Source: an optimization exercise on an open RTL-to-GDS flow (aim: small area, a short achievable clock period and few clock cycles per item). Production flows keep margins and buffers that such runs may drop. No functional check of the RTL was part of any run shown here.

==> flow/design.v (outline; a module is shown in full before it is edited, if it fits) <==
// module ntsc_palette: 16 lines
// module ntsc_cand: 1055 lines
// module ntsc_palk: 72 lines
// module ntsc_pack: 522 lines
// module ntsc_unpack: 106 lines
// module ntsc_csc: 165 lines
module ntsc_csc (
    input  wire        clk,
    input  wire        rst,
    input  wire        in_valid,
    output wire        in_ready,
    input  wire [1:0]  in_op,
    input  wire [31:0] in_data,
    output wire        out_valid,
    input  wire        out_ready,
    output wire [31:0] out_data,
    output wire        out_err
);
  // ...
==> flow/run.sh <==
#!/bin/bash
# synth_recipe.tcl (not shown) runs the flow's synth.tcl, then flattens the netlist and writes it again
# the make line also repeats each setting of config.mk as NAME=value (left out here)
make -C /OpenROAD-flow-scripts/flow DESIGN_CONFIG=/design/flow/config.mk WORK_HOME=/design/flow/orfs CLKGATE_MAP_FILE= SYNTH_SCRIPT=/design/flow/synth_recipe.tcl finish
==> flow/config.mk <==
export PLATFORM = sky130hd
export DESIGN_NAME = ntsc_csc
export DESIGN_NICKNAME = ntsc_csc
export VERILOG_FILES = /design/flow/design.v
export SDC_FILE = /design/flow/constraint.sdc
export NUM_CORES = 4
export LEC_CHECK = 0
export CAP_MARGIN = 20
export CORE_MARGIN = 2
export CORE_UTILIZATION = 40
export SETUP_SLACK_MARGIN = 5
export SLEW_MARGIN = 20
==> flow/constraint.sdc <==
create_clock -name core_clock -period 10.5 [get_ports {clk}]
set_input_delay 2.1000 -clock core_clock [delete_from_list [all_inputs] [get_ports {clk}]]
set_output_delay 2.1000 -clock core_clock [all_outputs]
set_load 0.01 [all_outputs]
==> run notes, run 1 <==
post-cts gate resize count=28; Synth area leaders=edfxtp_1 19%, fa_1 8.0%, ha_1 5.9%, o21ai_0 5.6%, a21oi_1 5.4%; cell breakdown of the critical path=clkdlybuf4s50_1 -> nand3_1 -> and2_1 -> a31oi_1 -> o21a_1 -> a22oi_1 -> o221ai_1 -> a31oi_2 -> or2_1; reg2reg end=d2[7]$_DFFE_PN_; IO Pins=73; fin. max-slew vios=0; CTS sink cnt=150; run status=finished clean; r2r startpoint=idx1[2]$_DFFE_PN_; Hold Path Origin=first1$_DFFE_PN_; clk tree area frac=2.143%; largest net degree at the start of global routing=85; Buffers excl. clock=200; Post-synth EDFFs=146; Final setup viols=0; Post-Synthesis Cell Area=0.02314 mm^2; Final WS setup=4.918 ns; fmax=0.1792 GHz; Multi-input gate area=0.01720 mm^2; All-Layer GR Usage=37.32%; Reg area=0.004468 mm^2; first-pass GRT wire length=164.4 mm; Vias=25230; initial antenna violation count=4; grt met1 use=44.21%; nets@finish=3237; startpoint types=primary input; Buffers on Ports=64; CTS Buf Count=17; CP Data Required Time=10.72 ns
==> module ntsc_palette, before the edit <==
module ntsc_palette (
    input  wire [5:0]  index,
    output wire [23:0] rgb
);
    localparam [64*24-1:0] PAL = {
        24'h000000, 24'h000000, 24'hF8D8F8, 24'h00FCFC, 24'hB8F8D8, 24'hB8F8B8, 24'hD8F878, 24'hF8D878,
        24'hFCE0A8, 24'hF0D0B0, 24'hF8A4C0, 24'hF8B8F8, 24'hD8B8F8, 24'hB8B8F8, 24'hA4E4FC, 24'hFCFCFC,
        24'h000000, 24'h000000, 24'h787878, 24'h00E8D8, 24'h58F898, 24'h58D854, 24'hB8F818, 24'hF8B800,
        24'hFCA044, 24'hF87858, 24'hF85898, 24'hF878F8, 24'h9878F8, 24'h6888FC, 24'h3CBCFC, 24'hF8F8F8,
        24'h000000, 24'h000000, 24'h000000, 24'h008888, 24'h00A844, 24'h00A800, 24'h00B800, 24'hAC7C00,
        24'hE45C10, 24'hF83800, 24'hE40058, 24'hD800CC, 24'h6844FC, 24'h0058F8, 24'h0078F8, 24'hBCBCBC,
        24'h000000, 24'h000000, 24'h000000, 24'h004058, 24'h005800, 24'h006800, 24'h007800, 24'h503000,
        24'h881400, 24'hA81000, 24'hA80020, 24'h940084, 24'h4428BC, 24'h0000BC, 24'h0000FC, 24'h7C7C7C
    };
    assign rgb = PAL[index*24 +: 24];
endmodule
==> module ntsc_palk, before the edit <==
module ntsc_palk (
    input  wire [5:0]  index,
    output wire [14:0] k
);
    localparam [64*15-1:0] K = {
        15'd24576,
        15'd24576,
        15'd3368,
        15'd8700,
        15'd6824,
        15'd8424,
        15'd9256,
        15'd9256,
        15'd6838,
        15'd8096,
        15'd8918,
        15'd4968,
        15'd6824,
        15'd8424,
        15'd6778,
        15'd762,
        15'd24576,
        15'd24576,
        15'd19176,
        15'd12016,
        15'd13032,
        15'd16894,
        15'd12584,
        15'd12656,
        15'd12860,
        15'd14120,
        15'd13032,
        15'd7400,
        15'd12200,
        15'd12974,
        15'd11770,
        15'd1512,
        15'd24576,
        15'd24576,
        15'd24576,
        15'd19952,
        15'd20470,
        15'd21048,
        15'd20344,
        15'd18956,
        15'd16988,
        15'd16496,
        15'd17110,
        15'd13542,
        15'd14708,
        15'd15920,
        15'd15088,
        15'd11322,
        15'd24576,
        15'd24576,
        15'd24576,
        15'd23096,
        15'd23608,
        15'd23224,
        15'd22776,
        15'd23488,
        15'd22214,
        15'd21016,
        15'd20920,
        15'd19660,
        15'd19380,
        15'd20158,
        15'd16638,
        15'd18810
    };
    assign k = K[index*15 +: 15];
endmodule
==> module ntsc_unpack, before the edit <==
module ntsc_unpack (
    input  wire [15:0] w,
    output wire [23:0] c
);
    localparam [32*8-1:0] E5 = {
        8'd255,
        8'd247,
        8'd239,
        8'd230,
        8'd222,
        8'd214,
        8'd206,
        8'd197,
        8'd189,
        8'd181,
        8'd173,
        8'd165,
        8'd156,
        8'd148,
        8'd140,
        8'd132,
        8'd123,
        8'd115,
        8'd107,
        8'd99,
        8'd90,
        8'd82,
        8'd74,
        8'd66,
        8'd58,
        8'd49,
        8'd41,
        8'd33,
        8'd25,
        8'd16,
        8'd8,
        8'd0
    };
    localparam [64*8-1:0] E6 = {
        8'd255,
        8'd251,
        8'd247,
        8'd243,
        8'd239,
        8'd235,
        8'd231,
        8'd227,
        8'd223,
        8'd219,
        8'd215,
        8'd210,
        8'd206,
        8'd202,
        8'd198,
        8'd194,
        8'd190,
        8'd186,
        8'd182,
        8'd178,
        8'd174,
        8'd170,
        8'd166,
        8'd162,
        8'd158,
        8'd154,
        8'd150,
        8'd146,
        8'd142,
        8'd138,
        8'd134,
        8'd130,
        8'd125,
        8'd121,
        8'd117,
        8'd113,
        8'd109,
        8'd105,
        8'd101,
        8'd97,
        8'd93,
        8'd89,
        8'd85,
        8'd81,
        8'd77,
        8'd73,
        8'd69,
        8'd65,
        8'd61,
        8'd57,
        8'd53,
        8'd49,
        8'd45,
        8'd40,
        8'd36,
        8'd32,
        8'd28,
        8'd24,
        8'd20,
        8'd16,
        8'd12,
        8'd8,
        8'd4,
        8'd0
    };
    assign c = {E5[w[15:11]*8 +: 8], E6[w[10:5]*8 +: 8], E5[w[4:0]*8 +: 8]};
endmodule
==> run 2: changes to the inputs <==
--- a/flow/design.v
+++ b/flow/design.v
@@ -1,23 +1,32 @@
 module ntsc_palette (
     input  wire [5:0]  index,
-    output wire [23:0] rgb
+    output reg  [23:0] rgb
 );
-    localparam [64*24-1:0] PAL = {
-        24'h000000, 24'h000000, 24'hF8D8F8, 24'h00FCFC, 24'hB8F8D8, 24'hB8F8B8, 24'hD8F878, 24'hF8D878,
-        24'hFCE0A8, 24'hF0D0B0, 24'hF8A4C0, 24'hF8B8F8, 24'hD8B8F8, 24'hB8B8F8, 24'hA4E4FC, 24'hFCFCFC,
-        24'h000000, 24'h000000, 24'h787878, 24'h00E8D8, 24'h58F898, 24'h58D854, 24'hB8F818, 24'hF8B800,
-        24'hFCA044, 24'hF87858, 24'hF85898, 24'hF878F8, 24'h9878F8, 24'h6888FC, 24'h3CBCFC, 24'hF8F8F8,
-        24'h000000, 24'h000000, 24'h000000, 24'h008888, 24'h00A844, 24'h00A800, 24'h00B800, 24'hAC7C00,
-        24'hE45C10, 24'hF83800, 24'hE40058, 24'hD800CC, 24'h6844FC, 24'h0058F8, 24'h0078F8, 24'hBCBCBC,
-        24'h000000, 24'h000000, 24'h000000, 24'h004058, 24'h005800, 24'h006800, 24'h007800, 24'h503000,
-        24'h881400, 24'hA81000, 24'hA80020, 24'h940084, 24'h4428BC, 24'h0000BC, 24'h0000FC, 24'h7C7C7C
-    };
-    assign rgb = PAL[index*24 +: 24];
+    always @(*) begin
+        case (index)
+            6'h00: rgb = 24'h7C7C7C; 6'h01: rgb = 24'h0000FC; 6'h02: rgb = 24'h0000BC; 6'h03: rgb = 24'h4428BC;
+            6'h04: rgb = 24'h940084; 6'h05: rgb = 24'hA80020; 6'h06: rgb = 24'hA81000; 6'h07: rgb = 24'h881400;
+            6'h08: rgb = 24'h503000; 6'h09: rgb = 24'h007800; 6'h0A: rgb = 24'h006800; 6'h0B: rgb = 24'h005800;
+            6'h0C: rgb = 24'h004058; 6'h0D: rgb = 24'h000000; 6'h0E: rgb = 24'h000000; 6'h0F: rgb = 24'h000000;
+            6'h10: rgb = 24'hBCBCBC; 6'h11: rgb = 24'h0078F8; 6'h12: rgb = 24'h0058F8; 6'h13: rgb = 24'h6844FC;
+            6'h14: rgb = 24'hD800CC; 6'h15: rgb = 24'hE40058; 6'h16: rgb = 24'hF83800; 6'h17: rgb = 24'hE45C10;
+            6'h18: rgb = 24'hAC7C00; 6'h19: rgb = 24'h00B800; 6'h1A: rgb = 24'h00A800; 6'h1B: rgb = 24'h00A844;
+            6'h1C: rgb = 24'h008888; 6'h1D: rgb = 24'h000000; 6'h1E: rgb = 24'h000000; 6'h1F: rgb = 24'h000000;
+            6'h20: rgb = 24'hF8F8F8; 6'h21: rgb = 24'h3CBCFC; 6'h22: rgb = 24'h6888FC; 6'h23: rgb = 24'h9878F8;
+            6'h24: rgb = 24'hF878F8; 6'h25: rgb = 24'hF85898; 6'h26: rgb = 24'hF87858; 6'h27: rgb = 24'hFCA044;
+            6'h28: rgb = 24'hF8B800; 6'h29: rgb = 24'hB8F818; 6'h2A: rgb = 24'h58D854; 6'h2B: rgb = 24'h58F898;
+            6'h2C: rgb = 24'h00E8D8; 6'h2D: rgb = 24'h787878; 6'h2E: rgb = 24'h000000; 6'h2F: rgb = 24'h000000;
+            6'h30: rgb = 24'hFCFCFC; 6'h31: rgb = 24'hA4E4FC; 6'h32: rgb = 24'hB8B8F8; 6'h33: rgb = 24'hD8B8F8;
+            6'h34: rgb = 24'hF8B8F8; 6'h35: rgb = 24'hF8A4C0; 6'h36: rgb = 24'hF0D0B0; 6'h37: rgb = 24'hFCE0A8;
+            6'h38: rgb = 24'hF8D878; 6'h39: rgb = 24'hD8F878; 6'h3A: rgb = 24'hB8F8B8; 6'h3B: rgb = 24'hB8F8D8;
+            6'h3C: rgb = 24'h00FCFC; 6'h3D: rgb = 24'hF8D8F8; 6'h3E: rgb = 24'h000000; default: rgb = 24'h000000;
+        endcase
+    end
 endmodule
 module ntsc_cand (
     input  wire [23:0] col,
     input  wire [2:0]  step,
     output reg  [6:0]  o
 );
     always @(*) begin
         if (col[7:0] < 8'd97) begin
@@ -1066,713 +1075,722 @@
                     end
                 end
             end
         end
     end
 endmodule
 module ntsc_palk (
     input  wire [5:0]  index,
-    output wire [14:0] k
+    output reg  [14:0] k
 );
-    localparam [64*15-1:0] K = {
-        15'd24576,
-        15'd24576,
-        15'd3368,
-        15'd8700,
-        15'd6824,
-        15'd8424,
-        15'd9256,
-        15'd9256,
-        15'd6838,
-        15'd8096,
-        15'd8918,
-        15'd4968,
-        15'd6824,
-        15'd8424,
-        15'd6778,
-        15'd762,
-        15'd24576,
-        15'd24576,
-        15'd19176,
-        15'd12016,
-        15'd13032,
-        15'd16894,
-        15'd12584,
-        15'd12656,
-        15'd12860,
-        15'd14120,
-        15'd13032,
-        15'd7400,
-        15'd12200,
-        15'd12974,
-        15'd11770,
-        15'd1512,
-        15'd24576,
-        15'd24576,
-        15'd24576,
-        15'd19952,
-        15'd20470,
-        15'd21048,
-        15'd20344,
-        15'd18956,
-        15'd16988,
-        15'd16496,
-        15'd17110,
-        15'd13542,
-        15'd14708,
-        15'd15920,
-        15'd15088,
-        15'd11322,
-        15'd24576,
-        15'd24576,
-        15'd24576,
-        15'd23096,
-        15'd23608,
-        15'd23224,
-        15'd22776,
-        15'd23488,
-        15'd22214,
-        15'd21016,
-        15'd20920,
-        15'd19660,
-        15'd19380,
-        15'd20158,
-        15'd16638,
-        15'd18810
-    };
-    assign k = K[index*15 +: 15];
+    always @(*) begin
+        case (index)
+            6'd0: k = 15'd5766;
+            6'd1: k = 15'd7938;
+            6'd2: k = 15'd4418;
+            6'd3: k = 15'd5196;
+            6'd4: k = 15'd4916;
+            6'd5: k = 15'd3656;
+            6'd6: k = 15'd3560;
+            6'd7: k = 15'd2362;
+            6'd8: k = 15'd1088;
+            6'd9: k = 15'd1800;
+            6'd10: k = 15'd1352;
+            6'd11: k = 15'd968;
+            6'd12: k = 15'd1480;
+            6'd13: k = 15'd0;
+            6'd14: k = 15'd0;
+            6'd15: k = 15'd0;
+            6'd16: k = 15'd13254;
+            6'd17: k = 15'd9488;
+            6'd18: k = 15'd8656;
+            6'd19: k = 15'd9868;
+            6'd20: k = 15'd11034;
+            6'd21: k = 15'd7466;
+            6'd22: k = 15'd8080;
+            6'd23: k = 15'd7588;
+            6'd24: k = 15'd5620;
+            6'd25: k = 15'd4232;
+            6'd26: k = 15'd3528;
+            6'd27: k = 15'd4106;
+            6'd28: k = 15'd4624;
+            6'd29: k = 15'd0;
+            6'd30: k = 15'd0;
+            6'd31: k = 15'd0;
+            6'd32: k = 15'd23064;
+            6'd33: k = 15'd12806;
+            6'd34: k = 15'd11602;
+            6'd35: k = 15'd12376;
+            6'd36: k = 15'd17176;
+            6'd37: k = 15'd11544;
+            6'd38: k = 15'd10456;
+            6'd39: k = 15'd11716;
+            6'd40: k = 15'd11920;
+            6'd41: k = 15'd11992;
+            6'd42: k = 15'd7682;
+            6'd43: k = 15'd11544;
+            6'd44: k = 15'd12560;
+            6'd45: k = 15'd5400;
+            6'd46: k = 15'd0;
+            6'd47: k = 15'd0;
+            6'd48: k = 15'd23814;
+            6'd49: k = 15'd17798;
+            6'd50: k = 15'd16152;
+            6'd51: k = 15'd17752;
+            6'd52: k = 15'd19608;
+            6'd53: k = 15'd15658;
+            6'd54: k = 15'd16480;
+            6'd55: k = 15'd17738;
+            6'd56: k = 15'd15320;
+            6'd57: k = 15'd15320;
+            6'd58: k = 15'd16152;
+            6'd59: k = 15'd17752;
+            6'd60: k = 15'd15876;
+            6'd61: k = 15'd21208;
+            6'd62: k = 15'd0;
+            default: k = 15'd0;
+        endcase
+    end
 endmodule
 module ntsc_pack (
     input  wire [23:0] c,
     output wire [15:0] w
 );
-    localparam [256*5-1:0] Q5 = {
-        5'd31,
-        5'd31,
-        5'd31,
-        5'd31,
-        5'd31,
-        5'd30,
-        5'd30,
-        5'd30,
-        5'd30,
-        5'd30,
-        5'd30,
-        5'd30,
-        5'd30,
-        5'd29,
-        5'd29,
-        5'd29,
-        5'd29,
-        5'd29,
-        5'd29,
-        5'd29,
-        5'd29,
-        5'd28,
-        5'd28,
-        5'd28,
-        5'd28,
-        5'd28,
-        5'd28,
-        5'd28,
-        5'd28,
-        5'd27,
-        5'd27,
-        5'd27,
-        5'd27,
-        5'd27,
-        5'd27,
-        5'd27,
-        5'd27,
-        5'd27,
-        5'd26,
-        5'd26,
-        5'd26,
-        5'd26,
-        5'd26,
-        5'd26,
-        5'd26,
-        5'd26,
-        5'd25,
-        5'd25,
-        5'd25,
-        5'd25,
-        5'd25,
-        5'd25,
-        5'd25,
-        5'd25,
-        5'd24,
-        5'd24,
-        5'd24,
-        5'd24,
-        5'd24,
-        5'd24,
-        5'd24,
-        5'd24,
-        5'd23,
-        5'd23,
-        5'd23,
-        5'd23,
-        5'd23,
-        5'd23,
-        5'd23,
-        5'd23,
-        5'd22,
-        5'd22,
-        5'd22,
-        5'd22,
-        5'd22,
-        5'd22,
-        5'd22,
-        5'd22,
-        5'd22,
-        5'd21,
-        5'd21,
-        5'd21,
-        5'd21,
-        5'd21,
-        5'd21,
-        5'd21,
-        5'd21,
-        5'd20,
-        5'd20,
-        5'd20,
-        5'd20,
-        5'd20,
-        5'd20,
-        5'd20,
-        5'd20,
-        5'd19,
-        5'd19,
-        5'd19,
-        5'd19,
-        5'd19,
-        5'd19,
-        5'd19,
-        5'd19,
-        5'd18,
-        5'd18,
-        5'd18,
-        5'd18,
-        5'd18,
-        5'd18,
-        5'd18,
-        5'd18,
-        5'd18,
-        5'd17,
-        5'd17,
-        5'd17,
-        5'd17,
-        5'd17,
-        5'd17,
-        5'd17,
-        5'd17,
-        5'd16,
-        5'd16,
-        5'd16,
-        5'd16,
-        5'd16,
-        5'd16,
-        5'd16,
-        5'd16,
-        5'd15,
-        5'd15,
-        5'd15,
-        5'd15,
-        5'd15,
-        5'd15,
-        5'd15,
-        5'd15,
-        5'd14,
-        5'd14,
-        5'd14,
-        5'd14,
-        5'd14,
-        5'd14,
-        5'd14,
-        5'd14,
-        5'd13,
-        5'd13,
-        5'd13,
-        5'd13,
-        5'd13,
-        5'd13,
-        5'd13,
-        5'd13,
-        5'd13,
-        5'd12,
-        5'd12,
-        5'd12,
-        5'd12,
-        5'd12,
-        5'd12,
-        5'd12,
-        5'd12,
-        5'd11,
-        5'd11,
-        5'd11,
-        5'd11,
-        5'd11,
-        5'd11,
-        5'd11,
-        5'd11,
-        5'd10,
-        5'd10,
-        5'd10,
-        5'd10,
-        5'd10,
-        5'd10,
-        5'd10,
-        5'd10,
-        5'd9,
-        5'd9,
-        5'd9,
-        5'd9,
-        5'd9,
-        5'd9,
-        5'd9,
-        5'd9,
-        5'd9,
-        5'd8,
-        5'd8,
-        5'd8,
-        5'd8,
-        5'd8,
-        5'd8,
-        5'd8,
-        5'd8,
-        5'd7,
-        5'd7,
-        5'd7,
-        5'd7,
-        5'd7,
-        5'd7,
-        5'd7,
-        5'd7,
-        5'd6,
-        5'd6,
-        5'd6,
-        5'd6,
-        5'd6,
-        5'd6,
-        5'd6,
-        5'd6,
-        5'd5,
-        5'd5,
-        5'd5,
-        5'd5,
-        5'd5,
-        5'd5,
-        5'd5,
-        5'd5,
-        5'd4,
-        5'd4,
-        5'd4,
-        5'd4,
-        5'd4,
-        5'd4,
-        5'd4,
-        5'd4,
-        5'd4,
-        5'd3,
-        5'd3,
-        5'd3,
-        5'd3,
-        5'd3,
-        5'd3,
-        5'd3,
-        5'd3,
-        5'd2,
-        5'd2,
-        5'd2,
-        5'd2,
-        5'd2,
-        5'd2,
-        5'd2,
-        5'd2,
-        5'd1,
-        5'd1,
-        5'd1,
-        5'd1,
-        5'd1,
-        5'd1,
-        5'd1,
-        5'd1,
-        5'd0,
-        5'd0,
-        5'd0,
-        5'd0,
-        5'd0
-    };
-    localparam [256*6-1:0] Q6 = {
-        6'd63,
-        6'd63,
-        6'd63,
-        6'd62,
-        6'd62,
-        6'd62,
-        6'd62,
-        6'd61,
-        6'd61,
-        6'd61,
-        6'd61,
-        6'd60,
-        6'd60,
-        6'd60,
-        6'd60,
-        6'd59,
-        6'd59,
-        6'd59,
-        6'd59,
-        6'd58,
-        6'd58,
-        6'd58,
-        6'd58,
-        6'd57,
-        6'd57,
-        6'd57,
-        6'd57,
-        6'd56,
-        6'd56,
-        6'd56,
-        6'd56,
-        6'd55,
-        6'd55,
-        6'd55,
-        6'd55,
-        6'd54,
-        6'd54,
-        6'd54,
-        6'd54,
-        6'd53,
-        6'd53,
-        6'd53,
-        6'd53,
-        6'd52,
-        6'd52,
-        6'd52,
-        6'd52,
-        6'd51,
-        6'd51,
-        6'd51,
-        6'd51,
-        6'd50,
-        6'd50,
-        6'd50,
-        6'd50,
-        6'd49,
-        6'd49,
-        6'd49,
-        6'd49,
-        6'd48,
-        6'd48,
-        6'd48,
-        6'd48,
-        6'd47,
-        6'd47,
-        6'd47,
-        6'd47,
-        6'd46,
-        6'd46,
-        6'd46,
-        6'd46,
-        6'd45,
-        6'd45,
-        6'd45,
-        6'd45,
-        6'd44,
-        6'd44,
-        6'd44,
-        6'd44,
-        6'd43,
-        6'd43,
-        6'd43,
-        6'd43,
-        6'd42,
-        6'd42,
-        6'd42,
-        6'd42,
-        6'd42,
-        6'd41,
-        6'd41,
-        6'd41,
-        6'd41,
-        6'd40,
-        6'd40,
-        6'd40,
-        6'd40,
-        6'd39,
-        6'd39,
-        6'd39,
-        6'd39,
-        6'd38,
-        6'd38,
-        6'd38,
-        6'd38,
-        6'd37,
-        6'd37,
-        6'd37,
-        6'd37,
-        6'd36,
-        6'd36,
-        6'd36,
-        6'd36,
-        6'd35,
-        6'd35,
-        6'd35,
-        6'd35,
-        6'd34,
-        6'd34,
-        6'd34,
-        6'd34,
-        6'd33,
-        6'd33,
-        6'd33,
-        6'd33,
-        6'd32,
-        6'd32,
-        6'd32,
-        6'd32,
-        6'd31,
-        6'd31,
-        6'd31,
-        6'd31,
-        6'd30,
-        6'd30,
-        6'd30,
-        6'd30,
-        6'd29,
-        6'd29,
-        6'd29,
-        6'd29,
-        6'd28,
-        6'd28,
-        6'd28,
-        6'd28,
-        6'd27,
-        6'd27,
-        6'd27,
-        6'd27,
-        6'd26,
-        6'd26,
-        6'd26,
-        6'd26,
-        6'd25,
-        6'd25,
-        6'd25,
-        6'd25,
-        6'd24,
-        6'd24,
-        6'd24,
-        6'd24,
-        6'd23,
-        6'd23,
-        6'd23,
-        6'd23,
-        6'd22,
-        6'd22,
-        6'd22,
-        6'd22,
-        6'd21,
-        6'd21,
-        6'd21,
-        6'd21,
-        6'd21,
-        6'd20,
-        6'd20,
-        6'd20,
-        6'd20,
-        6'd19,
-        6'd19,
-        6'd19,
-        6'd19,
-        6'd18,
-        6'd18,
-        6'd18,
-        6'd18,
-        6'd17,
-        6'd17,
-        6'd17,
-        6'd17,
-        6'd16,
-        6'd16,
-        6'd16,
-        6'd16,
-        6'd15,
-        6'd15,
-        6'd15,
-        6'd15,
-        6'd14,
-        6'd14,
-        6'd14,
-        6'd14,
-        6'd13,
-        6'd13,
-        6'd13,
-        6'd13,
-        6'd12,
-        6'd12,
-        6'd12,
-        6'd12,
-        6'd11,
-        6'd11,
-        6'd11,
-        6'd11,
-        6'd10,
-        6'd10,
-        6'd10,
-        6'd10,
-        6'd9,
-        6'd9,
-        6'd9,
-        6'd9,
-        6'd8,
-        6'd8,
-        6'd8,
-        6'd8,
-        6'd7,
-        6'd7,
-        6'd7,
-        6'd7,
-        6'd6,
-        6'd6,
-        6'd6,
-        6'd6,
-        6'd5,
-        6'd5,
-        6'd5,
-        6'd5,
-        6'd4,
-        6'd4,
-        6'd4,
-        6'd4,
-        6'd3,
-        6'd3,
-        6'd3,
-        6'd3,
-        6'd2,
-        6'd2,
-        6'd2,
-        6'd2,
-        6'd1,
-        6'd1,
-        6'd1,
-        6'd1,
-        6'd0,
-        6'd0,
-        6'd0
-    };
-    assign w = {Q5[c[23:16]*5 +: 5], Q6[c[15:8]*6 +: 6], Q5[c[7:0]*5 +: 5]};
+    function [4:0] q5(input [7:0] v);
+        case (v)
+            8'd0: q5 = 5'd0;
+            8'd1: q5 = 5'd0;
+            8'd2: q5 = 5'd0;
+            8'd3: q5 = 5'd0;
+            8'd4: q5 = 5'd0;
+            8'd5: q5 = 5'd1;
+            8'd6: q5 = 5'd1;
+            8'd7: q5 = 5'd1;
+            8'd8: q5 = 5'd1;
+            8'd9: q5 = 5'd1;
+            8'd10: q5 = 5'd1;
+            8'd11: q5 = 5'd1;
+            8'd12: q5 = 5'd1;
+            8'd13: q5 = 5'd2;
+            8'd14: q5 = 5'd2;
+            8'd15: q5 = 5'd2;
+            8'd16: q5 = 5'd2;
+            8'd17: q5 = 5'd2;
+            8'd18: q5 = 5'd2;
+            8'd19: q5 = 5'd2;
+            8'd20: q5 = 5'd2;
+            8'd21: q5 = 5'd3;
+            8'd22: q5 = 5'd3;
+            8'd23: q5 = 5'd3;
+            8'd24: q5 = 5'd3;
+            8'd25: q5 = 5'd3;
+            8'd26: q5 = 5'd3;
+            8'd27: q5 = 5'd3;
+            8'd28: q5 = 5'd3;
+            8'd29: q5 = 5'd4;
+            8'd30: q5 = 5'd4;
+            8'd31: q5 = 5'd4;
+            8'd32: q5 = 5'd4;
+            8'd33: q5 = 5'd4;
+            8'd34: q5 = 5'd4;
+            8'd35: q5 = 5'd4;
+            8'd36: q5 = 5'd4;
+            8'd37: q5 = 5'd4;
+            8'd38: q5 = 5'd5;
+            8'd39: q5 = 5'd5;
+            8'd40: q5 = 5'd5;
+            8'd41: q5 = 5'd5;
+            8'd42: q5 = 5'd5;
+            8'd43: q5 = 5'd5;
+            8'd44: q5 = 5'd5;
+            8'd45: q5 = 5'd5;
+            8'd46: q5 = 5'd6;
+            8'd47: q5 = 5'd6;
+            8'd48: q5 = 5'd6;
+            8'd49: q5 = 5'd6;
+            8'd50: q5 = 5'd6;
+            8'd51: q5 = 5'd6;
+            8'd52: q5 = 5'd6;
+            8'd53: q5 = 5'd6;
+            8'd54: q5 = 5'd7;
+            8'd55: q5 = 5'd7;
+            8'd56: q5 = 5'd7;
+            8'd57: q5 = 5'd7;
+            8'd58: q5 = 5'd7;
+            8'd59: q5 = 5'd7;
+            8'd60: q5 = 5'd7;
+            8'd61: q5 = 5'd7;
+            8'd62: q5 = 5'd8;
+            8'd63: q5 = 5'd8;
+            8'd64: q5 = 5'd8;
+            8'd65: q5 = 5'd8;
+            8'd66: q5 = 5'd8;
+            8'd67: q5 = 5'd8;
+            8'd68: q5 = 5'd8;
+            8'd69: q5 = 5'd8;
+            8'd70: q5 = 5'd9;
+            8'd71: q5 = 5'd9;
+            8'd72: q5 = 5'd9;
+            8'd73: q5 = 5'd9;
+            8'd74: q5 = 5'd9;
+            8'd75: q5 = 5'd9;
+            8'd76: q5 = 5'd9;
+            8'd77: q5 = 5'd9;
+            8'd78: q5 = 5'd9;
+            8'd79: q5 = 5'd10;
+            8'd80: q5 = 5'd10;
+            8'd81: q5 = 5'd10;
+            8'd82: q5 = 5'd10;
+            8'd83: q5 = 5'd10;
+            8'd84: q5 = 5'd10;
+            8'd85: q5 = 5'd10;
+            8'd86: q5 = 5'd10;
+            8'd87: q5 = 5'd11;
+            8'd88: q5 = 5'd11;
+            8'd89: q5 = 5'd11;
+            8'd90: q5 = 5'd11;
+            8'd91: q5 = 5'd11;
+            8'd92: q5 = 5'd11;
+            8'd93: q5 = 5'd11;
+            8'd94: q5 = 5'd11;
+            8'd95: q5 = 5'd12;
+            8'd96: q5 = 5'd12;
+            8'd97: q5 = 5'd12;
+            8'd98: q5 = 5'd12;
+            8'd99: q5 = 5'd12;
+            8'd100: q5 = 5'd12;
+            8'd101: q5 = 5'd12;
+            8'd102: q5 = 5'd12;
+            8'd103: q5 = 5'd13;
+            8'd104: q5 = 5'd13;
+            8'd105: q5 = 5'd13;
+            8'd106: q5 = 5'd13;
+            8'd107: q5 = 5'd13;
+            8'd108: q5 = 5'd13;
+            8'd109: q5 = 5'd13;
+            8'd110: q5 = 5'd13;
+            8'd111: q5 = 5'd13;
+            8'd112: q5 = 5'd14;
+            8'd113: q5 = 5'd14;
+            8'd114: q5 = 5'd14;
+            8'd115: q5 = 5'd14;
+            8'd116: q5 = 5'd14;
+            8'd117: q5 = 5'd14;
+            8'd118: q5 = 5'd14;
+            8'd119: q5 = 5'd14;
+            8'd120: q5 = 5'd15;
+            8'd121: q5 = 5'd15;
+            8'd122: q5 = 5'd15;
+            8'd123: q5 = 5'd15;
+            8'd124: q5 = 5'd15;
+            8'd125: q5 = 5'd15;
+            8'd126: q5 = 5'd15;
+            8'd127: q5 = 5'd15;
+            8'd128: q5 = 5'd16;
+            8'd129: q5 = 5'd16;
+            8'd130: q5 = 5'd16;
+            8'd131: q5 = 5'd16;
+            8'd132: q5 = 5'd16;
+            8'd133: q5 = 5'd16;
+            8'd134: q5 = 5'd16;
+            8'd135: q5 = 5'd16;
+            8'd136: q5 = 5'd17;
+            8'd137: q5 = 5'd17;
+            8'd138: q5 = 5'd17;
+            8'd139: q5 = 5'd17;
+            8'd140: q5 = 5'd17;
+            8'd141: q5 = 5'd17;
+            8'd142: q5 = 5'd17;
+            8'd143: q5 = 5'd17;
+            8'd144: q5 = 5'd18;
+            8'd145: q5 = 5'd18;
+            8'd146: q5 = 5'd18;
+            8'd147: q5 = 5'd18;
+            8'd148: q5 = 5'd18;
+            8'd149: q5 = 5'd18;
+            8'd150: q5 = 5'd18;
+            8'd151: q5 = 5'd18;
+            8'd152: q5 = 5'd18;
+            8'd153: q5 = 5'd19;
+            8'd154: q5 = 5'd19;
+            8'd155: q5 = 5'd19;
+            8'd156: q5 = 5'd19;
+            8'd157: q5 = 5'd19;
+            8'd158: q5 = 5'd19;
+            8'd159: q5 = 5'd19;
+            8'd160: q5 = 5'd19;
+            8'd161: q5 = 5'd20;
+            8'd162: q5 = 5'd20;
+            8'd163: q5 = 5'd20;
+            8'd164: q5 = 5'd20;
+            8'd165: q5 = 5'd20;
+            8'd166: q5 = 5'd20;
+            8'd167: q5 = 5'd20;
+            8'd168: q5 = 5'd20;
+            8'd169: q5 = 5'd21;
+            8'd170: q5 = 5'd21;
+            8'd171: q5 = 5'd21;
+            8'd172: q5 = 5'd21;
+            8'd173: q5 = 5'd21;
+            8'd174: q5 = 5'd21;
+            8'd175: q5 = 5'd21;
+            8'd176: q5 = 5'd21;
+            8'd177: q5 = 5'd22;
+            8'd178: q5 = 5'd22;
+            8'd179: q5 = 5'd22;
+            8'd180: q5 = 5'd22;
+            8'd181: q5 = 5'd22;
+            8'd182: q5 = 5'd22;
+            8'd183: q5 = 5'd22;
+            8'd184: q5 = 5'd22;
+            8'd185: q5 = 5'd22;
+            8'd186: q5 = 5'd23;
+            8'd187: q5 = 5'd23;
+            8'd188: q5 = 5'd23;
+            8'd189: q5 = 5'd23;
+            8'd190: q5 = 5'd23;
+            8'd191: q5 = 5'd23;
+            8'd192: q5 = 5'd23;
+            8'd193: q5 = 5'd23;
+            8'd194: q5 = 5'd24;
+            8'd195: q5 = 5'd24;
+            8'd196: q5 = 5'd24;
+            8'd197: q5 = 5'd24;
+            8'd198: q5 = 5'd24;
+            8'd199: q5 = 5'd24;
+            8'd200: q5 = 5'd24;
+            8'd201: q5 = 5'd24;
+            8'd202: q5 = 5'd25;
+            8'd203: q5 = 5'd25;
+            8'd204: q5 = 5'd25;
+            8'd205: q5 = 5'd25;
+            8'd206: q5 = 5'd25;
+            8'd207: q5 = 5'd25;
+            8'd208: q5 = 5'd25;
+            8'd209: q5 = 5'd25;
+            8'd210: q5 = 5'd26;
+            8'd211: q5 = 5'd26;
+            8'd212: q5 = 5'd26;
+            8'd213: q5 = 5'd26;
+            8'd214: q5 = 5'd26;
+            8'd215: q5 = 5'd26;
+            8'd216: q5 = 5'd26;
+            8'd217: q5 = 5'd26;
+            8'd218: q5 = 5'd27;
+            8'd219: q5 = 5'd27;
+            8'd220: q5 = 5'd27;
+            8'd221: q5 = 5'd27;
+            8'd222: q5 = 5'd27;
+            8'd223: q5 = 5'd27;
+            8'd224: q5 = 5'd27;
+            8'd225: q5 = 5'd27;
+            8'd226: q5 = 5'd27;
+            8'd227: q5 = 5'd28;
+            8'd228: q5 = 5'd28;
+            8'd229: q5 = 5'd28;
+            8'd230: q5 = 5'd28;
+            8'd231: q5 = 5'd28;
+            8'd232: q5 = 5'd28;
+            8'd233: q5 = 5'd28;
+            8'd234: q5 = 5'd28;
+            8'd235: q5 = 5'd29;
+            8'd236: q5 = 5'd29;
+            8'd237: q5 = 5'd29;
+            8'd238: q5 = 5'd29;
+            8'd239: q5 = 5'd29;
+            8'd240: q5 = 5'd29;
+            8'd241: q5 = 5'd29;
+            8'd242: q5 = 5'd29;
+            8'd243: q5 = 5'd30;
+            8'd244: q5 = 5'd30;
+            8'd245: q5 = 5'd30;
+            8'd246: q5 = 5'd30;
+            8'd247: q5 = 5'd30;
+            8'd248: q5 = 5'd30;
+            8'd249: q5 = 5'd30;
+            8'd250: q5 = 5'd30;
+            8'd251: q5 = 5'd31;
+            8'd252: q5 = 5'd31;
+            8'd253: q5 = 5'd31;
+            8'd254: q5 = 5'd31;
+            default: q5 = 5'd31;
+        endcase
+    endfunction
+    function [5:0] q6(input [7:0] v);
+        case (v)
+            8'd0: q6 = 6'd0;
+            8'd1: q6 = 6'd0;
+            8'd2: q6 = 6'd0;
+            8'd3: q6 = 6'd1;
+            8'd4: q6 = 6'd1;
+            8'd5: q6 = 6'd1;
+            8'd6: q6 = 6'd1;
+            8'd7: q6 = 6'd2;
+            8'd8: q6 = 6'd2;
+            8'd9: q6 = 6'd2;
+            8'd10: q6 = 6'd2;
+            8'd11: q6 = 6'd3;
+            8'd12: q6 = 6'd3;
+            8'd13: q6 = 6'd3;
+            8'd14: q6 = 6'd3;
+            8'd15: q6 = 6'd4;
+            8'd16: q6 = 6'd4;
+            8'd17: q6 = 6'd4;
+            8'd18: q6 = 6'd4;
+            8'd19: q6 = 6'd5;
+            8'd20: q6 = 6'd5;
+            8'd21: q6 = 6'd5;
+            8'd22: q6 = 6'd5;
+            8'd23: q6 = 6'd6;
+            8'd24: q6 = 6'd6;
+            8'd25: q6 = 6'd6;
+            8'd26: q6 = 6'd6;
+            8'd27: q6 = 6'd7;
+            8'd28: q6 = 6'd7;
+            8'd29: q6 = 6'd7;
+            8'd30: q6 = 6'd7;
+            8'd31: q6 = 6'd8;
+            8'd32: q6 = 6'd8;
+            8'd33: q6 = 6'd8;
+            8'd34: q6 = 6'd8;
+            8'd35: q6 = 6'd9;
+            8'd36: q6 = 6'd9;
+            8'd37: q6 = 6'd9;
+            8'd38: q6 = 6'd9;
+            8'd39: q6 = 6'd10;
+            8'd40: q6 = 6'd10;
+            8'd41: q6 = 6'd10;
+            8'd42: q6 = 6'd10;
+            8'd43: q6 = 6'd11;
+            8'd44: q6 = 6'd11;
+            8'd45: q6 = 6'd11;
+            8'd46: q6 = 6'd11;
+            8'd47: q6 = 6'd12;
+            8'd48: q6 = 6'd12;
+            8'd49: q6 = 6'd12;
+            8'd50: q6 = 6'd12;
+            8'd51: q6 = 6'd13;
+            8'd52: q6 = 6'd13;
+            8'd53: q6 = 6'd13;
+            8'd54: q6 = 6'd13;
+            8'd55: q6 = 6'd14;
+            8'd56: q6 = 6'd14;
+            8'd57: q6 = 6'd14;
+            8'd58: q6 = 6'd14;
+            8'd59: q6 = 6'd15;
+            8'd60: q6 = 6'd15;
+            8'd61: q6 = 6'd15;
+            8'd62: q6 = 6'd15;
+            8'd63: q6 = 6'd16;
+            8'd64: q6 = 6'd16;
+            8'd65: q6 = 6'd16;
+            8'd66: q6 = 6'd16;
+            8'd67: q6 = 6'd17;
+            8'd68: q6 = 6'd17;
+            8'd69: q6 = 6'd17;
+            8'd70: q6 = 6'd17;
+            8'd71: q6 = 6'd18;
+            8'd72: q6 = 6'd18;
+            8'd73: q6 = 6'd18;
+            8'd74: q6 = 6'd18;
+            8'd75: q6 = 6'd19;
+            8'd76: q6 = 6'd19;
+            8'd77: q6 = 6'd19;
+            8'd78: q6 = 6'd19;
+            8'd79: q6 = 6'd20;
+            8'd80: q6 = 6'd20;
+            8'd81: q6 = 6'd20;
+            8'd82: q6 = 6'd20;
+            8'd83: q6 = 6'd21;
+            8'd84: q6 = 6'd21;
+            8'd85: q6 = 6'd21;
+            8'd86: q6 = 6'd21;
+            8'd87: q6 = 6'd21;
+            8'd88: q6 = 6'd22;
+            8'd89: q6 = 6'd22;
+            8'd90: q6 = 6'd22;
+            8'd91: q6 = 6'd22;
+            8'd92: q6 = 6'd23;
+            8'd93: q6 = 6'd23;
+            8'd94: q6 = 6'd23;
+            8'd95: q6 = 6'd23;
+            8'd96: q6 = 6'd24;
+            8'd97: q6 = 6'd24;
+            8'd98: q6 = 6'd24;
+            8'd99: q6 = 6'd24;
+            8'd100: q6 = 6'd25;
+            8'd101: q6 = 6'd25;
+            8'd102: q6 = 6'd25;
+            8'd103: q6 = 6'd25;
+            8'd104: q6 = 6'd26;
+            8'd105: q6 = 6'd26;
+            8'd106: q6 = 6'd26;
+            8'd107: q6 = 6'd26;
+            8'd108: q6 = 6'd27;
+            8'd109: q6 = 6'd27;
+            8'd110: q6 = 6'd27;
+            8'd111: q6 = 6'd27;
+            8'd112: q6 = 6'd28;
+            8'd113: q6 = 6'd28;
+            8'd114: q6 = 6'd28;
+            8'd115: q6 = 6'd28;
+            8'd116: q6 = 6'd29;
+            8'd117: q6 = 6'd29;
+            8'd118: q6 = 6'd29;
+            8'd119: q6 = 6'd29;
+            8'd120: q6 = 6'd30;
+            8'd121: q6 = 6'd30;
+            8'd122: q6 = 6'd30;
+            8'd123: q6 = 6'd30;
+            8'd124: q6 = 6'd31;
+            8'd125: q6 = 6'd31;
+            8'd126: q6 = 6'd31;
+            8'd127: q6 = 6'd31;
+            8'd128: q6 = 6'd32;
+            8'd129: q6 = 6'd32;
+            8'd130: q6 = 6'd32;
+            8'd131: q6 = 6'd32;
+            8'd132: q6 = 6'd33;
+            8'd133: q6 = 6'd33;
+            8'd134: q6 = 6'd33;
+            8'd135: q6 = 6'd33;
+            8'd136: q6 = 6'd34;
+            8'd137: q6 = 6'd34;
+            8'd138: q6 = 6'd34;
+            8'd139: q6 = 6'd34;
+            8'd140: q6 = 6'd35;
+            8'd141: q6 = 6'd35;
+            8'd142: q6 = 6'd35;
+            8'd143: q6 = 6'd35;
+            8'd144: q6 = 6'd36;
+            8'd145: q6 = 6'd36;
+            8'd146: q6 = 6'd36;
+            8'd147: q6 = 6'd36;
+            8'd148: q6 = 6'd37;
+            8'd149: q6 = 6'd37;
+            8'd150: q6 = 6'd37;
+            8'd151: q6 = 6'd37;
+            8'd152: q6 = 6'd38;
+            8'd153: q6 = 6'd38;
+            8'd154: q6 = 6'd38;
+            8'd155: q6 = 6'd38;
+            8'd156: q6 = 6'd39;
+            8'd157: q6 = 6'd39;
+            8'd158: q6 = 6'd39;
+            8'd159: q6 = 6'd39;
+            8'd160: q6 = 6'd40;
+            8'd161: q6 = 6'd40;
+            8'd162: q6 = 6'd40;
+            8'd163: q6 = 6'd40;
+            8'd164: q6 = 6'd41;
+            8'd165: q6 = 6'd41;
+            8'd166: q6 = 6'd41;
+            8'd167: q6 = 6'd41;
+            8'd168: q6 = 6'd42;
+            8'd169: q6 = 6'd42;
+            8'd170: q6 = 6'd42;
+            8'd171: q6 = 6'd42;
+            8'd172: q6 = 6'd42;
+            8'd173: q6 = 6'd43;
+            8'd174: q6 = 6'd43;
+            8'd175: q6 = 6'd43;
+            8'd176: q6 = 6'd43;
+            8'd177: q6 = 6'd44;
+            8'd178: q6 = 6'd44;
+            8'd179: q6 = 6'd44;
+            8'd180: q6 = 6'd44;
+            8'd181: q6 = 6'd45;
+            8'd182: q6 = 6'd45;
+            8'd183: q6 = 6'd45;
+            8'd184: q6 = 6'd45;
+            8'd185: q6 = 6'd46;
+            8'd186: q6 = 6'd46;
+            8'd187: q6 = 6'd46;
+            8'd188: q6 = 6'd46;
+            8'd189: q6 = 6'd47;
+            8'd190: q6 = 6'd47;
+            8'd191: q6 = 6'd47;
+            8'd192: q6 = 6'd47;
+            8'd193: q6 = 6'd48;
+            8'd194: q6 = 6'd48;
+            8'd195: q6 = 6'd48;
+            8'd196: q6 = 6'd48;
+            8'd197: q6 = 6'd49;
+            8'd198: q6 = 6'd49;
+            8'd199: q6 = 6'd49;
+            8'd200: q6 = 6'd49;
+            8'd201: q6 = 6'd50;
+            8'd202: q6 = 6'd50;
+            8'd203: q6 = 6'd50;
+            8'd204: q6 = 6'd50;
+            8'd205: q6 = 6'd51;
+            8'd206: q6 = 6'd51;
+            8'd207: q6 = 6'd51;
+            8'd208: q6 = 6'd51;
+            8'd209: q6 = 6'd52;
+            8'd210: q6 = 6'd52;
+            8'd211: q6 = 6'd52;
+            8'd212: q6 = 6'd52;
+            8'd213: q6 = 6'd53;
+            8'd214: q6 = 6'd53;
+            8'd215: q6 = 6'd53;
+            8'd216: q6 = 6'd53;
+            8'd217: q6 = 6'd54;
+            8'd218: q6 = 6'd54;
+            8'd219: q6 = 6'd54;
+            8'd220: q6 = 6'd54;
+            8'd221: q6 = 6'd55;
+            8'd222: q6 = 6'd55;
+            8'd223: q6 = 6'd55;
+            8'd224: q6 = 6'd55;
+            8'd225: q6 = 6'd56;
+            8'd226: q6 = 6'd56;
+            8'd227: q6 = 6'd56;
+            8'd228: q6 = 6'd56;
+            8'd229: q6 = 6'd57;
+            8'd230: q6 = 6'd57;
+            8'd231: q6 = 6'd57;
+            8'd232: q6 = 6'd57;
+            8'd233: q6 = 6'd58;
+            8'd234: q6 = 6'd58;
+            8'd235: q6 = 6'd58;
+            8'd236: q6 = 6'd58;
+            8'd237: q6 = 6'd59;
+            8'd238: q6 = 6'd59;
+            8'd239: q6 = 6'd59;
+            8'd240: q6 = 6'd59;
+            8'd241: q6 = 6'd60;
+            8'd242: q6 = 6'd60;
+            8'd243: q6 = 6'd60;
+            8'd244: q6 = 6'd60;
+            8'd245: q6 = 6'd61;
+            8'd246: q6 = 6'd61;
+            8'd247: q6 = 6'd61;
+            8'd248: q6 = 6'd61;
+            8'd249: q6 = 6'd62;
+            8'd250: q6 = 6'd62;
+            8'd251: q6 = 6'd62;
+            8'd252: q6 = 6'd62;
+            8'd253: q6 = 6'd63;
+            8'd254: q6 = 6'd63;
+            default: q6 = 6'd63;
+        endcase
+    endfunction
+    assign w = {q5(c[23:16]), q6(c[15:8]), q5(c[7:0])};
 endmodule
 module ntsc_unpack (
     input  wire [15:0] w,
     output wire [23:0] c
 );
-    localparam [32*8-1:0] E5 = {
-        8'd255,
-        8'd247,
-        8'd239,
-        8'd230,
-        8'd222,
-        8'd214,
-        8'd206,
-        8'd197,
-        8'd189,
-        8'd181,
-        8'd173,
-        8'd165,
-        8'd156,
-        8'd148,
-        8'd140,
-        8'd132,
-        8'd123,
-        8'd115,
-        8'd107,
-        8'd99,
-        8'd90,
-        8'd82,
-        8'd74,
-        8'd66,
-        8'd58,
-        8'd49,
-        8'd41,
-        8'd33,
-        8'd25,
-        8'd16,
-        8'd8,
-        8'd0
-    };
-    localparam [64*8-1:0] E6 = {
-        8'd255,
-        8'd251,
-        8'd247,
-        8'd243,
-        8'd239,
-        8'd235,
-        8'd231,
-        8'd227,
-        8'd223,
-        8'd219,
-        8'd215,
-        8'd210,
-        8'd206,
-        8'd202,
-        8'd198,
-        8'd194,
-        8'd190,
-        8'd186,
-        8'd182,
-        8'd178,
-        8'd174,
-        8'd170,
-        8'd166,
-        8'd162,
-        8'd158,
-        8'd154,
-        8'd150,
-        8'd146,
-        8'd142,
-        8'd138,
-        8'd134,
-        8'd130,
-        8'd125,
-        8'd121,
-        8'd117,
-        8'd113,
-        8'd109,
-        8'd105,
-        8'd101,
-        8'd97,
-        8'd93,
-        8'd89,
-        8'd85,
-        8'd81,
-        8'd77,
-        8'd73,
-        8'd69,
-        8'd65,
-        8'd61,
-        8'd57,
-        8'd53,
-        8'd49,
-        8'd45,
-        8'd40,
-        8'd36,
-        8'd32,
-        8'd28,
-        8'd24,
-        8'd20,
-        8'd16,
-        8'd12,
-        8'd8,
-        8'd4,
-        8'd0
-    };
-    assign c = {E5[w[15:11]*8 +: 8], E6[w[10:5]*8 +: 8], E5[w[4:0]*8 +: 8]};
+    function [7:0] e5(input [4:0] v);
+        case (v)
+            5'd0: e5 = 8'd0;
+            5'd1: e5 = 8'd8;
+            5'd2: e5 = 8'd16;
+            5'd3: e5 = 8'd25;
+            5'd4: e5 = 8'd33;
+            5'd5: e5 = 8'd41;
+            5'd6: e5 = 8'd49;
+            5'd7: e5 = 8'd58;
+            5'd8: e5 = 8'd66;
+            5'd9: e5 = 8'd74;
+            5'd10: e5 = 8'd82;
+            5'd11: e5 = 8'd90;
+            5'd12: e5 = 8'd99;
+            5'd13: e5 = 8'd107;
+            5'd14: e5 = 8'd115;
+            5'd15: e5 = 8'd123;
+            5'd16: e5 = 8'd132;
+            5'd17: e5 = 8'd140;
+            5'd18: e5 = 8'd148;
+            5'd19: e5 = 8'd156;
+            5'd20: e5 = 8'd165;
+            5'd21: e5 = 8'd173;
+            5'd22: e5 = 8'd181;
+            5'd23: e5 = 8'd189;
+            5'd24: e5 = 8'd197;
+            5'd25: e5 = 8'd206;
+            5'd26: e5 = 8'd214;
+            5'd27: e5 = 8'd222;
+            5'd28: e5 = 8'd230;
+            5'd29: e5 = 8'd239;
+            5'd30: e5 = 8'd247;
+            default: e5 = 8'd255;
+        endcase
+    endfunction
+    function [7:0] e6(input [5:0] v);
+        case (v)
+            6'd0: e6 = 8'd0;
+            6'd1: e6 = 8'd4;
+            6'd2: e6 = 8'd8;
+            6'd3: e6 = 8'd12;
+            6'd4: e6 = 8'd16;
+            6'd5: e6 = 8'd20;
+            6'd6: e6 = 8'd24;
+            6'd7: e6 = 8'd28;
+            6'd8: e6 = 8'd32;
+            6'd9: e6 = 8'd36;
+            6'd10: e6 = 8'd40;
+            6'd11: e6 = 8'd45;
+            6'd12: e6 = 8'd49;
+            6'd13: e6 = 8'd53;
+            6'd14: e6 = 8'd57;
+            6'd15: e6 = 8'd61;
+            6'd16: e6 = 8'd65;
+            6'd17: e6 = 8'd69;
+            6'd18: e6 = 8'd73;
+            6'd19: e6 = 8'd77;
+            6'd20: e6 = 8'd81;
+            6'd21: e6 = 8'd85;
+            6'd22: e6 = 8'd89;
+            6'd23: e6 = 8'd93;
+            6'd24: e6 = 8'd97;
+            6'd25: e6 = 8'd101;
+            6'd26: e6 = 8'd105;
+            6'd27: e6 = 8'd109;
+            6'd28: e6 = 8'd113;
+            6'd29: e6 = 8'd117;
+            6'd30: e6 = 8'd121;
+            6'd31: e6 = 8'd125;
+            6'd32: e6 = 8'd130;
+            6'd33: e6 = 8'd134;
+            6'd34: e6 = 8'd138;
+            6'd35: e6 = 8'd142;
+            6'd36: e6 = 8'd146;
+            6'd37: e6 = 8'd150;
+            6'd38: e6 = 8'd154;
+            6'd39: e6 = 8'd158;
+            6'd40: e6 = 8'd162;
+            6'd41: e6 = 8'd166;
+            6'd42: e6 = 8'd170;
+            6'd43: e6 = 8'd174;
+            6'd44: e6 = 8'd178;
+            6'd45: e6 = 8'd182;
+            6'd46: e6 = 8'd186;
+            6'd47: e6 = 8'd190;
+            6'd48: e6 = 8'd194;
+            6'd49: e6 = 8'd198;
+            6'd50: e6 = 8'd202;
+            6'd51: e6 = 8'd206;
+            6'd52: e6 = 8'd210;
+            6'd53: e6 = 8'd215;
+            6'd54: e6 = 8'd219;
+            6'd55: e6 = 8'd223;
+            6'd56: e6 = 8'd227;
+            6'd57: e6 = 8'd231;
+            6'd58: e6 = 8'd235;
+            6'd59: e6 = 8'd239;
+            6'd60: e6 = 8'd243;
+            6'd61: e6 = 8'd247;
+            6'd62: e6 = 8'd251;
+            default: e6 = 8'd255;
+        endcase
+    endfunction
+    assign c = {e5(w[15:11]), e6(w[10:5]), e5(w[4:0])};
 endmodule
 module ntsc_csc (
     input  wire        clk,
     input  wire        rst,
     input  wire        in_valid,
     output wire        in_ready,
     input  wire [1:0]  in_op,
     input  wire [31:0] in_data,
@@ -1781,152 +1799,103 @@
     output wire [31:0] out_data,
     output wire        out_err
 );
     localparam OP_DECODE = 2'd0;
     localparam OP_ENCODE = 2'd1;
     localparam OP_PACK   = 2'd2;
     localparam OP_UNPACK = 2'd3;
     reg         ov;
-    reg  [23:0] od;
-    reg         oe;
     wire        adv = !ov | out_ready;
     reg         v1;
     reg  [1:0]  op1;
     reg  [23:0] d1;
     reg         e1;
-    reg  [2:0]  step1;
-    reg  [5:0]  idx1;
-    reg         first1, last1;
-    reg         sel1;        
-    wire        done1 = !v1 | last1;
-    assign in_ready = adv & done1;
-    wire [23:0] ccol  = sel1 ? in_data[23:0] : d1;
-    wire [2:0]  cstep = sel1 ? 3'd0 : step1;
+    reg  [2:0]  step;
     wire [6:0]  cand;
-    ntsc_cand u_cand (.col(ccol), .step(cstep), .o(cand));
-    wire        ienc = (in_op == OP_ENCODE);
+    ntsc_cand u_cand (.col(d1), .step(step), .o(cand));
+    wire        enc1  = (op1 == OP_ENCODE);
+    wire        done1 = !v1 | !enc1 | cand[6];
+    assign in_ready = adv & done1;
     always @(posedge clk) begin
         if (rst) begin
             v1   <= 1'b0;
-            sel1 <= 1'b1;
+            step <= 3'd0;
         end else if (adv) begin
             if (done1) begin
                 v1   <= in_valid;
-                sel1 <= !in_valid | !ienc | cand[6];
+                step <= 3'd0;
             end else begin
-                sel1 <= cand[6];
+                step <= step + 3'd1;
             end
         end
     end
     always @(posedge clk) begin
-        if (adv) begin
-            if (done1) begin
-                op1    <= in_op;
-                d1     <= in_data[23:0];
-                e1     <= |in_data[31:6];
-                step1  <= 3'd1;
-                first1 <= 1'b1;
-                idx1   <= ienc ? cand[5:0] : in_data[5:0];
-                last1  <= ienc ? cand[6] : 1'b1;
-            end else begin
-                step1  <= step1 + 3'd1;
-                first1 <= 1'b0;
-                idx1   <= cand[5:0];
-                last1  <= cand[6];
-            end
+        if (adv & done1) begin
+            op1 <= in_op;
+            d1  <= in_data[23:0];
+            e1  <= |in_data[31:6];
         end
     end
+    wire [5:0]  pidx = enc1 ? cand[5:0] : d1[5:0];
     wire [23:0] prgb;
     wire [14:0] pk;
-    ntsc_palette u_pal (.index(idx1), .rgb(prgb));
-    ntsc_palk    u_pk  (.index(idx1), .k(pk));
-    wire [9:0]  r3 = {2'b00, d1[23:16]} + {1'b0, d1[23:16], 1'b0};
-    wire [9:0]  g3 = {2'b00, d1[15:8]}  + {1'b0, d1[15:8], 1'b0};
-    wire [9:0]  b3 = {2'b00, d1[7:0]}   + {1'b0, d1[7:0], 1'b0};
-    function [9:0] pick(input [1:0] dig, input [7:0] c, input [9:0] c3);
-        case (dig)
-            2'd0:    pick = 10'd0;
-            2'd1:    pick = {2'b00, c};
-            2'd2:    pick = {1'b0, c, 1'b0};
-            default: pick = c3;
-        endcase
-    endfunction
-    function [33:0] csa(input [16:0] a, input [16:0] b, input [16:0] c);
-        csa = {(a & b | a & c | b & c) << 1, a ^ b ^ c};
-    endfunction
-    wire [16:0] row0 = {7'd0, pick(prgb[19:18], d1[23:16], r3)};
-    wire [16:0] row1 = {5'd0, pick(prgb[21:20], d1[23:16], r3), 2'd0};
-    wire [16:0] row2 = {3'd0, pick(prgb[23:22], d1[23:16], r3), 4'd0};
-    wire [16:0] row3 = {7'd0, pick(prgb[11:10], d1[15:8], g3)};
-    wire [16:0] row4 = {5'd0, pick(prgb[13:12], d1[15:8], g3), 2'd0};
-    wire [16:0] row5 = {3'd0, pick(prgb[15:14], d1[15:8], g3), 4'd0};
-    wire [16:0] row6 = {7'd0, pick(prgb[3:2], d1[7:0], b3)};
-    wire [16:0] row7 = {5'd0, pick(prgb[5:4], d1[7:0], b3), 2'd0};
-    wire [16:0] row8 = {3'd0, pick(prgb[7:6], d1[7:0], b3), 4'd0};
-    wire [33:0] l1a = csa(row0, row1, row2);
-    wire [33:0] l1b = csa(row3, row4, row5);
-    wire [33:0] l1c = csa(row6, row7, row8);
-    wire [33:0] l2a = csa(l1a[16:0], l1a[33:17], l1b[16:0]);
-    wire [33:0] l2b = csa(l1b[33:17], l1c[16:0], l1c[33:17]);
-    wire [33:0] l3a = csa(l2a[16:0], l2a[33:17], l2b[16:0]);
+    ntsc_palette u_pal (.index(pidx), .rgb(prgb));
+    ntsc_palk    u_pk  (.index(pidx), .k(pk));
+    wire [15:0] dot = d1[23:16] * prgb[23:18] + d1[15:8] * prgb[15:10] + d1[7:0] * prgb[7:2];
+    wire [16:0] score = {2'b00, pk} - {1'b0, dot};
     wire [15:0] packed565;
     wire [23:0] unpacked;
     ntsc_pack   u_pack   (.c(d1), .w(packed565));
     ntsc_unpack u_unpack (.w(d1[15:0]), .c(unpacked));
     reg  [23:0] r1;
     always @(*) begin
         case (op1)
             OP_DECODE: r1 = e1 ? 24'd0 : prgb;
-            OP_ENCODE: r1 = {1'b0, idx1, l3a[16:0]};
+            OP_ENCODE: r1 = {1'b0, pidx, score};
             OP_PACK:   r1 = {8'd0, packed565};
             default:   r1 = unpacked;
         endcase
     end
     reg         v2;
     reg         enc2, first2, last2, err2;
     reg  [23:0] d2;
-    reg  [16:1] c2, e2;
-    reg  [14:0] k2;
     always @(posedge clk) begin
         if (rst) begin
             v2 <= 1'b0;
         end else if (adv) begin
             v2 <= v1;
         end
     end
     always @(posedge clk) begin
         if (adv) begin
-            enc2   <= (op1 == OP_ENCODE);
-            first2 <= first1;
-            last2  <= last1;
+            enc2   <= enc1;
+            first2 <= (step == 3'd0);
+            last2  <= cand[6];
             err2   <= e1 & (op1 == OP_DECODE);
             d2     <= r1;
-            c2     <= l3a[33:18];
-            e2     <= l2b[33:18];
-            k2     <= pk;
         end
     end
+    reg  [23:0] od;
+    reg         oe;
     reg  [16:0] best;
-    wire [16:0] score2 = d2[16:0] + {c2, 1'b0} + {e2, 1'b0} + {2'b00, k2};
-    wire [17:0] diff2  = {1'b0, d2[16:0]} + {1'b0, c2, 1'b0} + {1'b0, e2, 1'b0} + {3'b000, k2} + {1'b1, ~best};
-    wire        better = first2 | !diff2[17];
+    wire        better = first2 | ($signed(d2[16:0]) < $signed(best));
     always @(posedge clk) begin
         if (rst) begin
             ov <= 1'b0;
         end else if (adv) begin
             ov <= v2 & (!enc2 | last2);
         end
     end
     always @(posedge clk) begin
         if (adv & v2) begin
             if (enc2) begin
                 oe <= 1'b0;
                 if (better) begin
-                    best <= score2;
+                    best <= d2[16:0];
                     od   <= {18'd0, d2[22:17]};
                 end
             end else begin
                 oe <= err2;
                 od <= d2;
             end
         end
     end
==> flow/config.mk (replaced) <==
export PLATFORM = sky130hd
export DESIGN_NAME = ntsc_csc
export DESIGN_NICKNAME = ntsc_csc
export VERILOG_FILES = /design/flow/design.v
export SDC_FILE = /design/flow/constraint.sdc
export NUM_CORES = 4
export LEC_CHECK = 0
export CAP_MARGIN = 20
export CORE_MARGIN = 2
export CORE_UTILIZATION = 40
export SLEW_MARGIN = 20
==> run 2 against run 1 <==
The layout now fails its checks (setup timing). Non-clock buffer count rose by 895. Clock skew rose by 0.019 ns. Core utilization is 14 points higher. Die area down 1.6%. Critical path type is now flop to flop.
==> run notes, run 2 <==
run status=finished with violations; Fail Reasons=setup timing; depth of the CTS H-tree=4; vias per cell=6.549; most frequent cells in the layout=968 x buf_4, 255 x nand2_1, 233 x inv_1; Final WS setup=-0.02779 ns (-4.946 ns); post-DP HPWL=113.8 mm; hold_ws=0.4819 ns; layout cells sized above 1=35.86%; TritonCTS clock tree=done; Post-Synthesis Cell Area=0.02277 mm^2 (-1.6%); Buf/Inv on CP=11; nets@finish=4102 (+27%); initial antenna violation count=15 (+11); Post-synth top flop=edfxtp_1; normalized max-slew margin=23.56%; Initial Util=40.45%; Residual DRC=0; critical path depth=44; Vias=30140 (+19%); max incr delay on CP=0.54 ns; Tcrit/Tclk final=100.3%; CP startpoint=d1[10]$_DFFE_PP_; DIE AREA=0.05884 mm^2; Seq/Total Area, Yosys=16.40%; fin. max-slew vios=0 (unchanged); startpoint types=flop; top-area cell type share of the netlist area=12.79%; IO Pins=73 (unchanged); vias in the first global route=28170; Place WS=-0.9405 ns; first-pass GRT wire length=196.2 mm (+19%); CP endpoint kind=flop; Cells after Synth=2957; reg-to-reg slack, setup=-0.03 ns; Die X=242.6 um; number of synthesized register bits=138; Worst EP arrival=10.84 ns; First-pass DRT Iterations=9; Synth area leader=edfxtp_1; 1st-iter DRT viols=4736; Worst-path clk slew=0.09 ns; GP Congestion=1.180; Syn-to-layout area delta=46.14%; leading cell type in the layout, fill and taps excluded=buf_4; endpoints failing hold=0; worst hold path type=flop to flop; worst r2r path cells=44; core area=0.05628 mm^2; worst clock skew=0.04396 ns; clock root buffer=clkbuf_16; post-synthesis area per instance=7.699 um^2; CP Data Required Time=10.82 ns (+0.10 ns); CTS Buf Count=17 (unchanged); Critical Path Fanout Max=10; grt total ovfl=0; drt wl/cell=30.57 um; Cells after DPL=4489; count leader, synth=nand2_1; final setup TNS=-0.02779 ns; Post-synth ARST share=0%; largest net degree at the start of global routing=114 (+34%); family with the most delay on the worst path=adder cells; Yosys warnings=6; critical path class=flop to flop; wirelength, routed=140.7 mm; Most common cell on crit path=fa_1; fmax=0.09499 GHz (-47%); DRT antenna net count=0; reg2reg end=d2[16]$_DFFE_PN_; # rows=87; Post-synth EDFFs=97 (-34%); Layout Cells excl Fill=4602; Synth area leaders=edfxtp_1 13%, fa_1 12%, ha_1 5.3%, a21oi_1 4.8%, nand2_1 4.3%; max cap viols=0; post-route minimum period=10.53 ns; post-synth cell types=121; CTS max path bufs=2; worst setup path endpoint=d2[16]$_DFFE_PN_; All-Layer GR Usage=45.45% (+8.1 points); Largest regs=d1 x24, d2 x24, od x24; r2r startpoint=d1[10]$_DFFE_PP_; Post-synth top cells=261 x nand2_1, 238 x inv_1, 227 x nor2_1, 218 x a21oi_1, 188 x o21ai_0; Buffers on Ports=64 (unchanged); CTS sink cnt=138 (-8.0%); worst-skew pair later-pin latency=0.49 ns; Die Height=242.6 um; Final setup viols=1 (+1); worst slew pin tran=1.137 ns; Slowest cell on crit path=fa_1
==> run 2: changes by cell type after synthesis, sizes merged, moves of 20 or more <==
cell / delta
and2: +37
nor2: -40
o21ai: -58
fa: +42
buf: +62
edfxtp: -49
inv: +43
clkbuf: -73
a21oi: -20
mux2i: -35
dfxtp: +37
==> run 2: cell families (layout without fill, tap and decap cells) <==
family                     count (synthesis)  after routing  synth area share, %
AOI/OAI and AO/OA                       1047           1047                31.93
xor gates and xnor gates                  20             20               0.7694
adders and majority gates                233            233                17.25
buffers and inverters                    493           1374                9.392
DFF                                      138            138                16.40
muxes                                     77             77                3.721
other                                      1              9              0.01647
and+or+nand+nor                          948            948                20.53
==> run 2: metal layers <==
| metal | vias to the layer above | part of all wire [%] | track usage (%) |
|---|---|---|---|
| met1 | 14576 | 39 | 60.72 |
| met2 | 2426 | 40 | 65.92 |
| met3 | 504 | 15 | 16.70 |
| met4 | 18 | 5.4 | 18.78 |
| met5 | - | 0.085 | 0 |
| li1 | 12616 | - | - |
==> run 2: cell type report <==
cell class	instances	area, um^2
flip-flops and latches	138	3739
inverters	247	935.9
fillers	5041	23010
clock buffers	17	425.4
diodes	1	2.502
clock inverters	15	168.9
multi-input cells	2333	18190
well taps	756	945.9
repair buffers	1095	8861
==> run 2: worst min path at each step <==
stage	cells after the start	startpoint	end	slack [ns]
5_1_grt	2	v2$_SDFFE_PP0N_	v2$_SDFFE_PP0N_	0.50
4_1_cts	2	v2$_SDFFE_PP0N_	v2$_SDFFE_PP0N_	0.49
6_report	2	v2$_SDFFE_PP0N_	v2$_SDFFE_PP0N_	0.48
3_3_place_gp	2	v2$_SDFFE_PP0N_	v2$_SDFFE_PP0N_	0.46
3_5_place_dp	2	v2$_SDFFE_PP0N_	v2$_SDFFE_PP0N_	0.48
2_1_floorplan	0	d2[0]$_DFFE_PN_	best[0]$_DFFE_PP_	0.44
==> run 2: worst min-delay path, stage by stage, from the launching register on <==
cell and delay (ns):
dfxtp_1 0.32, nand2_1 0.06, a21oi_1 0.06
==> run 2: what timing repair did <==
action | 4_1_cts | 5_1_grt
pin swaps | 9 | 99
resized for setup | 59 | 256
cloned | 0 | 3
setup buffers | 11 | 67
setup endpoints to repair | 7 | 7
hold buffers | 0 | 0
==> run 2: metrics by stage <==
stage / cell area (um^2) / utilization, %
2_1_floorplan: 22790 / -
3_5_place_dp: 30680 / 54.51
3_3_place_gp: 30670 / 54.50
4_1_cts: 31550 / 56.06
5_1_grt: 33270 / 59.12
6_report: 33270 / 59.12

afterwards: timing with drivers on the ports:
No port has a modelled driver above. Below, the same layouts with a new extraction and two added sets of constraints.
Step 1, drivers: a clkbuf_16 drives clk and a buf_2 each remaining input, both assumed.
Step 2 times the ports against the registers' clock, not the clock port: input delays grow and output delays shrink by t, the midpoint of the rising clock arrivals with the driver on.
Three values: no drivers, after step 1, after step 2; two values: the first two.
run	t (ns)	setup slack, ns	worst slew at a driven data input, ns
run 1	0.508	4.918 / 4.949 / 4.441	0.05
run 2	0.535	-0.028 / -0.028 / -0.028	0.10
The setup slack of run 1, which loses most, moves by +0.031 ns with the drivers and by -0.477 ns with both steps.
